Background: an optimization exercise with open tools, aiming at small area and a short achievable clock period. Do not read the settings as production practice.
The RTL was checked by simulation tests, not by an equivalence proof against the original design.
Power and IR drop assume default switching activity.

Design rwq_dequant, start of the top module:
module rwq_dequant (
    input  wire         clk,
    input  wire         rst,         
    input  wire         in_valid,
    input  wire [1:0]   fmt,
    input  wire [31:0]  codes,
    input  wire [31:0]  scale,
    input  wire [31:0]  bias,
    output reg          out_valid,
    output reg  [127:0] dout
);
    function [31:0] f32_of_f16;
        input [15:0] h;
        reg [3:0] p;
        integer k;
        begin
            p = 4'd0;
            for (k = 0; k < 10; k = k + 1)
                if (h[k]) p = k[3:0];
            if (h[14:10] == 5'h1F)
                f32_of_f16 = {h[15], 8'hFF, h[9:0], 13'd0};
            else if (h[14:10] != 5'd0)
                f32_of_f16 = {h[15], {3'd0, h[14:10]} + 8'd112, h[9:0], 13'd0};
            else if (h[9:0] == 10'd0)
                f32_of_f16 = {h[15], 31'd0};
            else
                f32_of_f16 = {h[15], {4'd0, p} + 8'd103, ({h[9:0], 13'd0} << (4'd10 - p)) & 23'h7FFFFF};
        end
    endfunction
    reg  [31:0] q_in;
    integer j;
    always @(*) begin
        for (j = 0; j < 4; j = j + 1)
            case (fmt)
                2'd0:    q_in[8*j +: 8] = codes[8*j +: 8];
  ...
For scale: about 740 flip-flops, ~0.075 mm² of cells after synthesis.
clock: 44.0 ns
lec_check: 0
abc_area: 1
cap_margin: 20
core_margin: 2
core_utilization: 55
place_density: 0.7
slew_margin: 20
standard.sh (not shown) runs the stock make flow with config.mk's settings and CLKGATE_MAP_FILE= SYNTH_SCRIPT=/design/flow/synth_recipe.tcl, a recipe that flattens the netlist after the stock synthesis.
==> flow/flow/run.sh <==
#!/bin/bash
# The standard layout (the standard.sh: the standard synthesis, then ORFS to finish), with
# two changes to how it is made:
#  - ORFS's timing repair is asked to keep 34.1 ns of setup slack at the 44 ns clock, so that it
#    works on the achieved period;
#  - the buffer put on every input and output port is buf_2 rather than the delay buffer
#    buffer_ports picks by default.
# The constraints (clock period, input and output delays, load) are the design's, unchanged.
set -euo pipefail
bash standard.sh SETUP_SLACK_MARGIN=34.1 "BUFFER_PORTS_ARGS=-buffer_cell sky130_fd_sc_hd__buf_2" finish > standard.log 2>&1
The starting point completed without violations.
Edit:
==> flow/flow/run.sh (replaced) <==
#!/bin/bash
# The standard layout (the standard.sh: the standard synthesis, then ORFS to finish), with
# three changes to how it is made:
#  - ORFS's timing repair is asked to keep 34.1 ns of setup slack at the 44 ns clock, so that it
#    works on the achieved period;
#  - the buffer put on every input and output port is buf_2 rather than the delay buffer
#    buffer_ports picks by default;
#  - clock tree synthesis clusters up to 30 sinks within 80 um per leaf buffer and adds no
#    dummy loads.
# The constraints (clock period, input and output delays, load) are the design's, unchanged.
set -euo pipefail
bash standard.sh SETUP_SLACK_MARGIN=34.1 \
  "BUFFER_PORTS_ARGS=-buffer_cell sky130_fd_sc_hd__buf_2" \
  "CTS_ARGS=-sink_clustering_enable -repair_clock_nets -sink_clustering_size 30 -sink_clustering_max_diameter 80 -dont_use_dummy_load" \
  finish > standard.log 2>&1
- The changed run passed the timing, DRC and antenna checks
- design area falls by 1.9%
- cell count falls by 0.73%
- die area does not change
- count of clock-buffer cells in the layout falls by 42
- sequential power stays flat
- via count falls by 0.36%
- combinational power stays flat
- total power falls by 4.0%
- synthesized cell count stays the same

---

rwq_dequant again, from the RTL that the note above started with.
==> flow/config.mk <==
export PLATFORM = sky130hd
export DESIGN_NAME = rwq_dequant
export DESIGN_NICKNAME = rwq_dequant
export VERILOG_FILES = /design/flow/design.v
export SDC_FILE = /design/flow/constraint.sdc
export NUM_CORES = 4
export LEC_CHECK = 0
export ABC_AREA = 1
export CAP_MARGIN = 20
export CORE_MARGIN = 2
export CORE_UTILIZATION = 55
export PLACE_DENSITY = 0.7
export SLEW_MARGIN = 20
==> flow/constraint.sdc <==
create_clock -name core_clock -period 44.0 [get_ports {clk}]
set_input_delay 8.8000 -clock core_clock [delete_from_list [all_inputs] [get_ports {clk}]]
set_output_delay 8.8000 -clock core_clock [all_outputs]
set_load 0.01 [all_outputs]
==> flow/flow/run.sh <==
#!/bin/bash
# The standard layout (the standard.sh: the standard synthesis, then ORFS to finish), with
# two changes to how it is made:
#  - ORFS's timing repair is asked to keep 33.8 ns of setup slack at the 44 ns clock, so that it
#    works on the achieved period;
#  - the buffer put on every input and output port is buf_2 rather than the delay buffer
#    buffer_ports picks by default.
# The constraints (clock period, input and output delays, load) are the design's, unchanged.
set -euo pipefail
bash standard.sh SETUP_SLACK_MARGIN=33.8 "BUFFER_PORTS_ARGS=-buffer_cell sky130_fd_sc_hd__buf_2" finish > standard.log 2>&1
Then changed:
==> flow/flow/run.sh (replaced) <==
#!/bin/bash
# The standard layout (the standard.sh: the standard synthesis, then ORFS to finish), with
# three changes to how it is made:
#  - ORFS's timing repair is asked to keep 34.1 ns of setup slack at the 44 ns clock, so that it
#    works on the achieved period;
#  - the buffer put on every input and output port is buf_2 rather than the delay buffer
#    buffer_ports picks by default;
#  - clock tree synthesis clusters up to 30 sinks within 80 um per leaf buffer and adds no
#    dummy loads.
# The constraints (clock period, input and output delays, load) are the design's, unchanged.
set -euo pipefail
bash standard.sh SETUP_SLACK_MARGIN=34.1 \
  "BUFFER_PORTS_ARGS=-buffer_cell sky130_fd_sc_hd__buf_2" \
  "CTS_ARGS=-sink_clustering_enable -repair_clock_nets -sink_clustering_size 30 -sink_clustering_max_diameter 80 -dont_use_dummy_load" \
  finish > standard.log 2>&1
- CORE_UTILIZATION: 55 -> 65
- PLACE_DENSITY: 0.7 -> 0.8
Effect:
- sequential cell count is unchanged
- power came out lower by a few percent
- combinational power came out higher slightly
- design area came out lower slightly

[port drivers added, routing unchanged]
Ports are ideal in the flow. The routed layouts listed here were re-timed in OpenROAD. Step 1, drivers: a clkbuf_16 drives clk and a buf_2 each remaining input, both assumed. Step 2, shift: input delay + t, output delay - t, t = (earliest + latest rising clock arrival at the registers) / 2. This alone moves slack from input paths to output paths. a / b / c = no drivers / after step 1 / after step 2; a / b = the first two.
| run | t (ns) | setup slack, ns | worst slew at a driven data input, ns |
|---|---|---|---|
| the first run of note 1 | 0.811 | 33.989 / 33.904 / 33.860 | 0.07 |
| the second run of note 1 | 0.768 | 34.002 / 33.918 / 33.807 | 0.08 |
| the first run of note 2 | 0.811 | 33.906 / 33.821 / 33.432 | 0.07 |
| the second run of note 2 | 0.744 | 34.038 / 33.954 / 33.816 | 0.07 |
After both steps setup and hold are still met in every run listed. For the first run of note 2, which loses most, drivers alone change the setup slack by -0.085 ns; drivers and shift together by -0.474 ns.
